Background: an optimization exercise with open tools, aiming at a short achievable clock period and few clock cycles. Do not read the settings as production practice.
The RTL was checked by simulation tests, not by an equivalence proof against the original design.
Power is estimated from default activity; no workload was simulated.

## flow/design.v (module list and top-level ports; edited modules follow where they fit)
// module stack_cpu: 1431 lines
module stack_cpu (
    input  wire        clk,
    input  wire        rst,          
    input  wire [31:0] code_size,    
    output wire [31:0] code_addr,
    input  wire [31:0] code_rdata,
    output wire [1:0]  status,       
    output wire [2:0]  reason,       
    output wire [31:0] pc,
    output wire [4:0]  sp,
    input  wire [3:0]  stk_idx,
    output wire [31:0] stk_data
);
  // ...
==> flow/flow/run.sh <==
#!/bin/bash
# Layout: the standard ORFS flow (standard.sh: standard synthesis, the
# platform's floorplan, power grid, placement, CTS and routing), with three
# make settings changed in how cells are sized:
#   MATCH_CELL_FOOTPRINT=0  the resizer may swap a cell for any size of it,
#                           not only one with the same footprint;
#   BUFFER_PORTS_ARGS       the buffers it puts on every input and output port
#                           are buf_8 rather than the smallest buffer;
#   SETUP_SLACK_MARGIN=6    repair_timing keeps shortening paths until they
#                           would meet a 6 ns clock (the clock stays 12 ns).
# All of ORFS's output goes to standard_flow.log here; each step's log is
# under orfs/logs.
set -euo pipefail
bash standard.sh MATCH_CELL_FOOTPRINT=0 \
    "BUFFER_PORTS_ARGS=-buffer_cell sky130_fd_sc_hd__buf_8" \
    SETUP_SLACK_MARGIN=6 finish > standard_flow.log 2>&1
==> flow/standard.sh <==
#!/bin/bash
# synth_recipe.tcl (not shown) runs the flow's synth.tcl, then flattens the netlist and writes it again
# the make line also repeats each setting of config.mk as NAME=value (left out here)
make -C /OpenROAD-flow-scripts/flow DESIGN_CONFIG=/design/flow/config.mk WORK_HOME=/design/flow/orfs CLKGATE_MAP_FILE= SYNTH_SCRIPT=/design/flow/synth_recipe.tcl "${@:-finish}"
==> flow/config.mk <==
export PLATFORM = sky130hd
export DESIGN_NAME = stack_cpu
export DESIGN_NICKNAME = stack_cpu
export VERILOG_FILES = /design/flow/design.v
export SDC_FILE = /design/flow/constraint.sdc
export NUM_CORES = 4
export LEC_CHECK = 0
export CAP_MARGIN = 20
export CORE_MARGIN = 2
export CORE_UTILIZATION = 40
export PLACE_DENSITY = 0.6
export SLEW_MARGIN = 20
==> flow/constraint.sdc <==
create_clock -name core_clock -period 12.0 [get_ports {clk}]
set_input_delay 2.4000 -clock core_clock [delete_from_list [all_inputs] [get_ports {clk}]]
set_output_delay 2.4000 -clock core_clock [all_outputs]
set_load 0.01 [all_outputs]
==> flow_metrics.py, run 1 <==
metrics = {
    "synth": {
        "synthCells": 16400,
        "synth_top_area_share_pct": 28.5,
        "synth_simple_gate_area_share_pct": 14.9,
        "synth_compound_area_share_pct": 22.3,
        "yosys-top-cells-area": "edfxtp_1 28%, ha_1 11%, fa_1 6.8%",
    },
    "worst_setup_path": {
        "timing.rr.start": "dv_x[28]",
        "arrival_ns": 4.57,
        "startpoint_type": "input port",
        "crit_family": "simple AND/OR/NAND/NOR gates",
    },
    "detailed_routing": {
        "wl_um": 664000,
        "via_count": 138000,
        "dr.pass1.iters": 9,
        "first_iter_violations": 18300,
    },
    "pwr": {
        "power_mw": 49.7,
        "p_per_area_mw_per_mm2": 295,
        "pwr-share-comb_pct": 72.5,
        "seq_cell_power_mw": 7.74,
        "p_seq_share_pct": 15.6,
        "p_int_mw": 23.0,
        "top_power_group": "combinational logic",
    },
    "global_routing": {
        "top_usage_layer": "met2",
        "grt_pass1_vias": 127000,
    },
    "worst_hold_path": {
        "min_path_cells": 2,
    },
    "timing": {
        "fin_ws_ns": 5.03,
        "whs_ns": 0.459,
        "rsz0062_at_grt": "yes",
    },
    "cells_and_area": {
        "nNonClkInverters": 1216,
        "seq_cell_count": 1590,
        "diodes": 19,
        "fin_area_mm2": 0.168,
        "fin_nets": 18600,
        "seq_share_pct": 27.0,
        "mostFrequentLayoutCells": "2092 x nand2_1, 1539 x a21oi_1, 1360 x edfxtp_1, 1251 x nor2_1, 1227 x ha_1",
    },
    "placement": {
        "place_area_mm2": 0.153,
        "port_buffers": 175,
        "gp_routability_congestion": 1.13,
        "place_ws_ns": 3.57,
        "dp.cells": 20900,
    },
    "outcome": {
        "outcome": "no timing/DRC/antenna violations",
    },
    "cts": {
        "postCtsSetupBuffers": 201,
    },
}
Testbench counts, summed over its fixed seeds: cycles 32,614.
==> inputs of run 2 (changes only) <==
--- a/flow/design.v
+++ b/flow/design.v
@@ -93,28 +93,20 @@
     end
     assign status[1] = st_done ? status_r[1] : (st_op & (fovr_r | ~hz | ft[lo]));
     assign status[0] = st_done ? status_r[0] : (st_op & halt_now);
     assign reason    = st_done ? reason_r :
                        (fovr_r ? R_OVERRUN : (~hz ? R_INVALID : rt[lo]));
     assign pc       = pc_r;
     assign sp       = sp_r;
     assign stk_data = A[stk_idx];
-    reg c_true;
-    always @(*) begin
-        case (lo[2:0])
-            3'd1:    c_true = ceq_r;             
-            3'd2:    c_true = cgt_r;             
-            3'd3:    c_true = ~clt_r;            
-            3'd4:    c_true = clt_r;             
-            default: c_true = ~cgt_r;            
-        endcase
-    end
-    wire jump_lo  = l_jmp | l_call | (l_cmp & c_true);
-    wire redirect = st_op & jump_lo;
+    wire [7:0] jt = {1'b1, 1'b1, ~cgt_r, clt_r, ~clt_r, cgt_r, ceq_r, 1'b1};
+    wire [7:0] jt_op = jt & {8{st_op}};
+    wire jump_lo  = ~lo[4] & lo[3] & jt[lo[2:0]];
+    wire redirect = ~lo[4] & lo[3] & jt_op[lo[2:0]];
     wire xw;
     wire ovl_push = l_push & hz & ~fovr_r & ~iovr_r & ~full;
     wire ovl_pop  = l_pop & hz & ~fovr_r;
     wire ovl      = xw & (ovl_push | ovl_pop);
     wire ovl_bad  = xw & ~(ovl_push | ovl_pop);    
     wire        zaddr = st_done | st_rz;
     wire        xcyc  = st_mul2 | st_divi | st_divf | st_rf;
     wire [31:0] seq_a = zaddr ? 32'd0 : (xcyc ? pc_r : pc1_r);
==> flow_metrics.py, run 2 <==
metrics = {
    "worst_setup_path": {
        "max_stage_delay_ns": 0.50,
        "slowest_stage": "nor3_4",
        "cp_cell_sequence": "buf_12, nor3b_2, a21oi_1, o211ai_1, buf_6, clkinv_16, nand2_8, o311ai_4, buf_12, nand2_8, nor2_4, nor3_4, buf_8",
        "r2r_slack_ns": 5.27,
        "arrival_ns": 4.51,
        "reg2regPathDepth": 28,
        "critPathLaunch": "code_rdata[2]",
        "crit_family": "simple AND/OR/NAND/NOR gates",
        "crit_type": "input port to output pin",
        "path_buf_inv": 5,
        "end_kind": "output pin",
        "required_ns": 9.60,
        "path_depth": 13,
        "startpoint_type": "input port",
        "worstSetupEndpoint": "code_addr[6]",
        "critical_path.max_fanout": 11,
        "timing.rr.end": "dv_w[1]",
        "timing.rr.start": "S[0][11]",
    },
    "global_routing": {
        "antenna_found_initial": 33,
        "grt_usage_pct": 33.4,
        "grt_remaining_overflow": 0,
        "grt_max_degree": 252,
        "grt_pass1_vias": 127000,
        "grt_pass1_wl_um": 894000,
    },
    "synth": {
        "ys_dominant_reg_cell": "edfxtp_1",
        "yosys-top-cells-area": "edfxtp_1 29%, ha_1 11%, fa_1 6.8%",
        "yosysMostFrequentCell": "nand2_1",
        "yosys_warnings": 4,
        "synth_edf_count": 1360,
        "seq_area_frac_synth_pct": 31.8,
        "avgSynthCellArea_um2": 8.78,
        "synth_top_area_share_pct": 28.6,
        "async_flop_share_pct": 0,
        "netlist-cell-type-count": 98,
        "synth_top_area_cell": "edfxtp_1",
        "synth_fp_nets": 18100,
        "synthTopCellsByCount": "1977 x nand2_1, 1574 x a21oi_1, 1360 x edfxtp_1",
        "synth_seq_cells": 1590,
        "synth_area_mm2": 0.143,
        "synthCells": 16300,
    },
    "cts": {
        "clk_pin_slew_ns": 0.06,
        "clk_latency_ns": 1.00,
        "cts.sinks": 1590,
        "cts_tree": "yes",
        "numCtsBuffers": 195,
        "clockBufferDepth": 4,
        "root_buffer": "clkbuf_16",
        "htree_levels": 4,
    },
    "cells_and_area": {
        "stdcell_count": 21700,
        "seq_area_mm2": 0.0455,
        "reg_top3": "A: 512 flops, S: 512 flops, dv_m: 264 flops",
        "nFillCells": 33700,
        "drive_gt1_share_pct": 14.5,
        "multiInputGateArea_mm2": 0.0946,
        "fin_area_mm2": 0.170,
        "fin_nets": 18500,
        "area_growth_pct": 18.7,
        "final_common_cell": "nand2_1",
        "mostFrequentLayoutCells": "1951 x nand2_1, 1505 x a21oi_1, 1360 x edfxtp_1, 1218 x nor2_1, 1215 x ha_1",
    },
    "floorplan": {
        "io-pin-count": 176,
        "die_h_um": 602,
        "core-area_mm2": 0.356,
        "die_area_mm2": 0.362,
        "start_util_pct": 40.2,
        "rows": 219,
        "die_w_um": 602,
    },
    "placement": {
        "port_buffers": 175,
        "dp.cells": 20700,
        "place_area_mm2": 0.152,
        "gp_routability_congestion": 1.07,
        "hpwlAfterDp_um": 444000,
    },
    "timing": {
        "period_share_pct": 57.6,
        "fmax_mhz": 145,
        "skew_ns": 0.0875,
        "whs_ns": 0.457,
        "finalSetupViolations": 0,
        "slew_headroom_pct": 12.3,
        "fin_crit_ns": 6.91,
        "finalHoldViolations": 0,
        "worstMarginPinSlew_ns": 1.31,
        "rsz0062_at_grt": "yes",
        "maxSlewViolCount": 0,
        "setup_tns_ns": 0,
    },
    "pwr": {
        "ir_drop_uv": 242,
        "p_leak_nw": 67.9,
        "p_per_area_mw_per_mm2": 268,
        "power_mw": 45.5,
    },
    "outcome": {
        "outcome": "no timing/DRC/antenna violations",
    },
    "detailed_routing": {
        "first_iter_violations": 18200,
        "dr.pass1.iters": 19,
        "wl_um": 640000,
        "drc": 0,
        "antenna_left": 0,
        "via_count": 137000,
        "routedWlPerCell_um": 29.5,
        "vias_per_cell": 6.33,
    },
    "job": {
        "max-cap-violations": 0,
    },
    "worst_hold_path": {
        "holdCritPathClass": "register to register",
    },
}
run 2: timing repair:
item                                     CTS  global route
resized for setup                        735           598
hold buffers                               0             0
setup buffers                            229           244
endpoints found under the setup margin  1601          1038
pin swaps                                157           316
gates cloned                              56            26
run 2: where the power goes:
group	switching, mW	internal, mW	total (mW)
combinational	20.4	11.4	31.8
clock	2.68	3.43	6.11
sequential	0.372	7.18	7.55
total	23.5	22.0	45.5
run 2: routing by layer:
| layer | wire, µm | vias up | part of all wire, % | GRT usage, % |
|---|---|---|---|---|
| li1 | - | 60000 | - | - |
| met1 | 243000 | 66200 | 38 | 42.6 |
| met2 | 265000 | 8564 | 41 | 49.6 |
| met3 | 76700 | 2310 | 12 | 9.02 |
| met4 | 55500 | 19 | 8.7 | 22.5 |
| met5 | 131 | - | 0.020 | 0 |
run 2: per-stage QoR:
step | setup slack (ns) | utilization, %
finish | 5.09 | 47.7
global route | 5.10 | 47.7
CTS | 5.13 | 46.3
detailed placement | 3.45 | 42.8
global placement | 3.42 | 42.8
floorplan | -11.44 | -
run 2: worst min path at each step:
stage | endpoint | cells after the start | slack (ns) | start
3_3_place_gp | status_r[0] | 2 | 0.44 | status_r[0]
2_1_floorplan | status_r[1] | 2 | 0.43 | status_r[1]
4_1_cts | status_r[0] | 2 | 0.46 | status_r[0]
3_5_place_dp | status_r[0] | 2 | 0.45 | status_r[0]
6_report | status_r[0] | 2 | 0.46 | status_r[0]
5_1_grt | status_r[0] | 2 | 0.49 | status_r[0]
run 2: tightest hold or removal path: cells and delay by family (launching register included):
family	cells	cell delay [ns]
AOI/OAI and AO/OA	1	0.05
and+or+nand+nor	1	0.05
DFF	1	0.31
run 2: cell type report:
type,count,area share [%]
Tap cell,4751,3.50
Clock buffer,253,3.14
Clock inverter,100,0.627
Multi-Input combinational cell,12600,55.7
Antenna cell,25,0.0369
Timing Repair inverter,1,0.00664
Sequential cell,1590,26.8
Inverter,1206,2.79
Timing Repair Buffer,1136,7.37
run 2: kinds of logic (layout without fill, tap and decap cells):
group | after synthesis | count (layout) | share of synthesized area [%]
buffers and inverters | 2100 | 2696 | 5.60
xor gates and xnor gates | 802 | 802 | 4.91
muxes | 233 | 233 | 3.04
DFF | 1590 | 1590 | 31.8
AOI/OAI and AO/OA | 5087 | 5088 | 22.2
and+or+nand+nor | 4731 | 4741 | 14.7
other | 0 | 25 | 0
adders and majority gates | 1737 | 1737 | 17.8
Testbench counts of run 2, summed over its fixed seeds: cycles 32,614.

[what the ideal ports hide]
Ports are ideal in the flow. The routed layouts listed here were re-timed in OpenROAD. Step 1 assumes that a clkbuf_16 drives the clock port and a buf_2 every other input. Step 2 times the ports against the registers' clock, not the clock port: input delays grow and output delays shrink by t, the midpoint of the rising clock arrivals with the driver on. Three values: no drivers, after step 1, after step 2; two values: the first two.
run	t (ns)	slack for setup (ns)	latest minus earliest clock arrival (ns)
run 1	1.014	5.029 / 4.782 / 4.058	0.090 / 0.090
run 2	1.046	5.092 / 4.847 / 4.847	0.093 / 0.093
After both steps setup and hold are still met in every run listed. The setup slack of run 1, which loses most, moves by -0.247 ns with the drivers and by -0.971 ns with both steps.
